Source: an optimization exercise on an open RTL-to-GDS flow (aim: small area, a short achievable clock period and few clock cycles). Production flows keep margins and buffers that such runs may drop. Only simulation tests tie the RTL to the original design; equivalence was not proved. No activity file was given, so power comes from the tool's default toggle rates.

Design mbcore, start of the top module:
module mbcore (
    input  wire        clk,
    input  wire        rst,           
    input  wire        req_valid,
    input  wire        req_write,
    input  wire        req_wide,      
    input  wire [23:0] req_addr,
    input  wire [31:0] req_wdata,
    output wire        rsp_valid,
    output wire [31:0] rsp_rdata,
    output wire        rsp_err
);
    localparam [2:0] ST_OK       = 3'd0;
    localparam [2:0] ST_MALFORM  = 3'd1;
    localparam [2:0] ST_ENC_OVF  = 3'd2;
    localparam [2:0] ST_SHORT    = 3'd3;
    localparam [2:0] ST_ILL_CMD  = 3'd4;
    localparam [2:0] ST_ILL_OPND = 3'd5;
    localparam [7:0] OP_WFB   = 8'h01;
    localparam [7:0] OP_BFW   = 8'h02;
    localparam [7:0] OP_PACK  = 8'h08;
    localparam [7:0] OP_UNPK  = 8'h09;
    localparam [7:0] OP_UNPKS = 8'h0A;
    localparam [7:0] OP_DEC   = 8'h10;
    localparam [7:0] OP_ENC   = 8'h11;
    localparam [7:0] OP_VAL   = 8'h18;
    localparam [7:0] OP_EXB   = 8'h19;
    localparam [31:0] ID_VALUE  = 32'h4D420001;
    localparam [31:0] CFG_VALUE = 32'h00000003;
    localparam [1:0] RG_REG = 2'd0;
    localparam [1:0] RG_IN  = 2'd1;
    localparam [1:0] RG_OUT = 2'd2;
    reg [31:0] cw, a, b, hin0, hin1, in_len;
    reg [2:0]  st;
    reg [7:0]  out_len;            
    localparam [2:0] R_ZERO = 3'd0, R_WFB = 3'd1, R_BFW = 3'd2, R_LEN = 3'd3,
                     R_LEN8 = 3'd4, R_VAL = 3'd5, R_EXB = 3'd6;
    localparam [1:0] H_ZERO = 2'd0, H_LO = 2'd1, H_HI = 2'd2;
    reg [2:0]  r_mode;
    reg [1:0]  v_verd;
  ...
Size: ~2400 flip-flops.
Settings: LEC_CHECK=0, CAP_MARGIN=30, CORE_MARGIN=2, CORE_UTILIZATION=40, CTS_BUF_LIST=sky130_fd_sc_hd__clkbuf_8, CTS_CLUSTER_DIAMETER=55, CTS_CLUSTER_SIZE=14, SLEW_MARGIN=30, TNS_END_PERCENT=10; clock period 10.0 ns.
standard.sh (not shown) runs the stock make flow with config.mk's settings and CLKGATE_MAP_FILE= SYNTH_SCRIPT=/design/flow/synth_recipe.tcl, a recipe that flattens the netlist after the stock synthesis.
==> flow/flow/run.sh <==
#!/bin/bash
set -euo pipefail
export BUFFER_PORTS_ARGS="-buffer_cell sky130_fd_sc_hd__buf_4"
export SKIP_GATE_CLONING=1
export POST_GLOBAL_ROUTE_TCL="$PWD/flow/post_grt.tcl"
export SETUP_SLACK_MARGIN=5.2
bash standard.sh > standard_flow.log 2>&1
==> flow/flow/post_grt.tcl <==
# After global routing's timing repair: fix any max-slew / max-capacitance
# violation that repair left, then legalise and reroute the nets it touched.
puts "post_grt: repair_design after timing repair"
estimate_parasitics -global_routing
repair_design -slew_margin 30 -cap_margin 30 -verbose
global_route -start_incremental
detailed_placement
global_route -end_incremental
estimate_parasitics -global_routing
report_check_types -max_slew -max_capacitance -violators
The first run passed the timing, DRC and antenna checks.
Testbench counts at the start, summed over its fixed seeds: cycles 16,227.
Change:
==> flow/flow/run.sh (replaced) <==
#!/bin/bash
# The standard layout (bash standard.sh), with three changes to how it is made:
# - the port buffers are buf_4 (the default pick, clkdlybuf4s50_1, is a slow delay cell);
# - timing repair does not clone gates (clones have left max-slew violations);
# - after global routing, repair_design runs once more to fix any max-slew or
#   max-capacitance violation that timing repair left (flow/post_grt.tcl).
set -euo pipefail
export BUFFER_PORTS_ARGS="-buffer_cell sky130_fd_sc_hd__buf_4"
export SKIP_GATE_CLONING=1
export POST_GLOBAL_ROUTE_TCL="$PWD/flow/post_grt.tcl"
bash standard.sh > standard_flow.log 2>&1
--- a/flow/config.mk
+++ b/flow/config.mk
@@ -10,6 +10,7 @@
 export CORE_UTILIZATION = 40
 export CTS_BUF_LIST = sky130_fd_sc_hd__clkbuf_8
-export CTS_CLUSTER_DIAMETER = 55
-export CTS_CLUSTER_SIZE = 14
+export CTS_CLUSTER_DIAMETER = 60
+export CTS_CLUSTER_SIZE = 15
+export SETUP_SLACK_MARGIN = 4.8
 export SLEW_MARGIN = 30
 export TNS_END_PERCENT = 10
Via count barely changes.
Design area went down by 1.7%.
Final cell count came out lower by 0.89%.
Core utilization went down by 0.76 points.
Power fell by 4.7%.
Count of clock-buffer cells in the layout fell by 58.
Critical path depth does not change.
Sequential share of layout area climbs by 0.97 points.
Non-clock buffer count goes down by 34.
Change:
--- a/flow/config.mk
+++ b/flow/config.mk
@@ -12,4 +12,5 @@
 export CTS_CLUSTER_DIAMETER = 60
 export CTS_CLUSTER_SIZE = 15
+export PLACE_DENSITY = 0.7
 export SETUP_SLACK_MARGIN = 4.8
 export SLEW_MARGIN = 30
Outcome: Count of clock-buffer cells in the layout fell by 10. Combinational power shrinks by about 2%. Total power came out lower by 2.2%. Final area shrinks by 0.66%. Setup slack gets worse by 0.16 ns. Final cell count came out lower by 0.49%. Area after synthesis stays the same. Via count falls by 2.3%.
Change:
--- a/flow/config.mk
+++ b/flow/config.mk
@@ -12,6 +12,5 @@
 export CTS_CLUSTER_DIAMETER = 60
 export CTS_CLUSTER_SIZE = 15
-export PLACE_DENSITY = 0.7
 export SETUP_SLACK_MARGIN = 4.8
 export SLEW_MARGIN = 30
-export TNS_END_PERCENT = 10
+export TNS_END_PERCENT = 25
Outcome: Non-clock buffer count climbs by 16. Via count climbs by about 2%. Die area stays the same. Cell count climbs by 0.46%. Maximum frequency climbs by 2.5%. Combinational power climbs by about 2%. Sequential share of layout area drops by 0.41 points. Synthesized area does not change. Power climbs by about 2.3%.
Change:
--- a/flow/config.mk
+++ b/flow/config.mk
@@ -8,5 +8,5 @@
 export CAP_MARGIN = 30
 export CORE_MARGIN = 2
-export CORE_UTILIZATION = 40
+export CORE_UTILIZATION = 45
 export CTS_BUF_LIST = sky130_fd_sc_hd__clkbuf_8
 export CTS_CLUSTER_DIAMETER = 60
@@ -14,3 +14,3 @@
 export SETUP_SLACK_MARGIN = 4.8
 export SLEW_MARGIN = 30
-export TNS_END_PERCENT = 25
+export TNS_END_PERCENT = 10
Outcome: The changed run finished with timing, DRC and antenna clean; non-clock buffer count grows by 1; design area goes down slightly; maximum frequency drops by a few percent.


mbcore, a different RTL version from the one above (not shown whole).
Size: ~8600 cells after synthesis, about 110000 um^2 of cells after synthesis.
==> flow/config.mk <==
export PLATFORM = sky130hd
export DESIGN_NAME = mbcore
export DESIGN_NICKNAME = mbcore
export VERILOG_FILES = /design/flow/design.v
export SDC_FILE = /design/flow/constraint.sdc
export NUM_CORES = 8
export LEC_CHECK = 0
export CAP_MARGIN = 20
export CORE_MARGIN = 2
export CORE_UTILIZATION = 40
export CTS_BUF_LIST = sky130_fd_sc_hd__clkbuf_8
export CTS_CLUSTER_DIAMETER = 55
export CTS_CLUSTER_SIZE = 14
export SLEW_MARGIN = 20
export TNS_END_PERCENT = 5
==> flow/constraint.sdc <==
create_clock -name core_clock -period 10.0 [get_ports {clk}]
set_input_delay 2.0000 -clock core_clock [delete_from_list [all_inputs] [get_ports {clk}]]
set_output_delay 2.0000 -clock core_clock [all_outputs]
set_load 0.01 [all_outputs]
==> flow/flow/run.sh <==
#!/bin/bash
set -euo pipefail
export BUFFER_PORTS_ARGS="-buffer_cell sky130_fd_sc_hd__buf_4"
export SKIP_GATE_CLONING=1
export SETUP_SLACK_MARGIN=5.6
bash standard.sh > standard_flow.log 2>&1
The first run ran to the end with no violations.
Testbench counts at the start, summed over its fixed seeds: cycles 16,227.
Edit:
==> flow/flow/run.sh (replaced) <==
#!/bin/bash
# The standard layout (bash standard.sh), with two changes to how it is made:
# - the port buffers are buf_4 (the default pick, clkdlybuf4s50_1, is a slow delay cell);
# - timing repair does not clone gates (clones have left max-slew violations).
set -euo pipefail
export BUFFER_PORTS_ARGS="-buffer_cell sky130_fd_sc_hd__buf_4"
export SKIP_GATE_CLONING=1
bash standard.sh > standard_flow.log 2>&1
- SETUP_SLACK_MARGIN: default -> 5.0
- TNS_END_PERCENT: 5 -> 10
Non-clock buffer count drops by 80.
Routed wire length goes up by about 2.4%.
Final cell count went down by 0.40%.
Flip-flop and latch count does not change.

## re-timing with driven ports
Ports are ideal in the flow. The routed layouts listed here were re-timed in OpenROAD. Step 1: set_driving_cell puts a clkbuf_16 on clk and a buf_2 on each other input, an assumption about the parent block. Step 2 also shifts input and output timing later by t, the mid clock arrival at the registers, as if the neighbouring blocks saw the same clock. Three values: ideal, step 1, step 2; two values: the first two.
| run | shift t [ns] | setup slack, ns | worst slew at a driven data input, ns |
|---|---|---|---|
| the first run of note 1 | 1.153 | 4.503 / 4.294 / 3.861 | 0.28 |
| the second run of note 1 | 1.171 | 4.601 / 4.427 / 3.459 | 0.24 |
| the third run of note 1 | 1.163 | 4.442 / 4.456 / 3.339 | 0.21 |
| the fourth run of note 1 | 1.164 | 4.578 / 4.389 / 3.583 | 0.24 |
| the fifth run of note 1 | 1.136 | 4.323 / 4.323 / 3.757 | 0.11 |
| the first run of note 2 | 1.177 | 4.488 / 4.452 / 3.813 | 0.15 |
| the second run of note 2 | 1.197 | 4.477 / 4.416 / 3.620 | 0.13 |
After both steps every run listed still meets setup and hold. For the second run of note 1, which loses most, drivers alone change the setup slack by -0.174 ns; drivers and shift together by -1.142 ns.
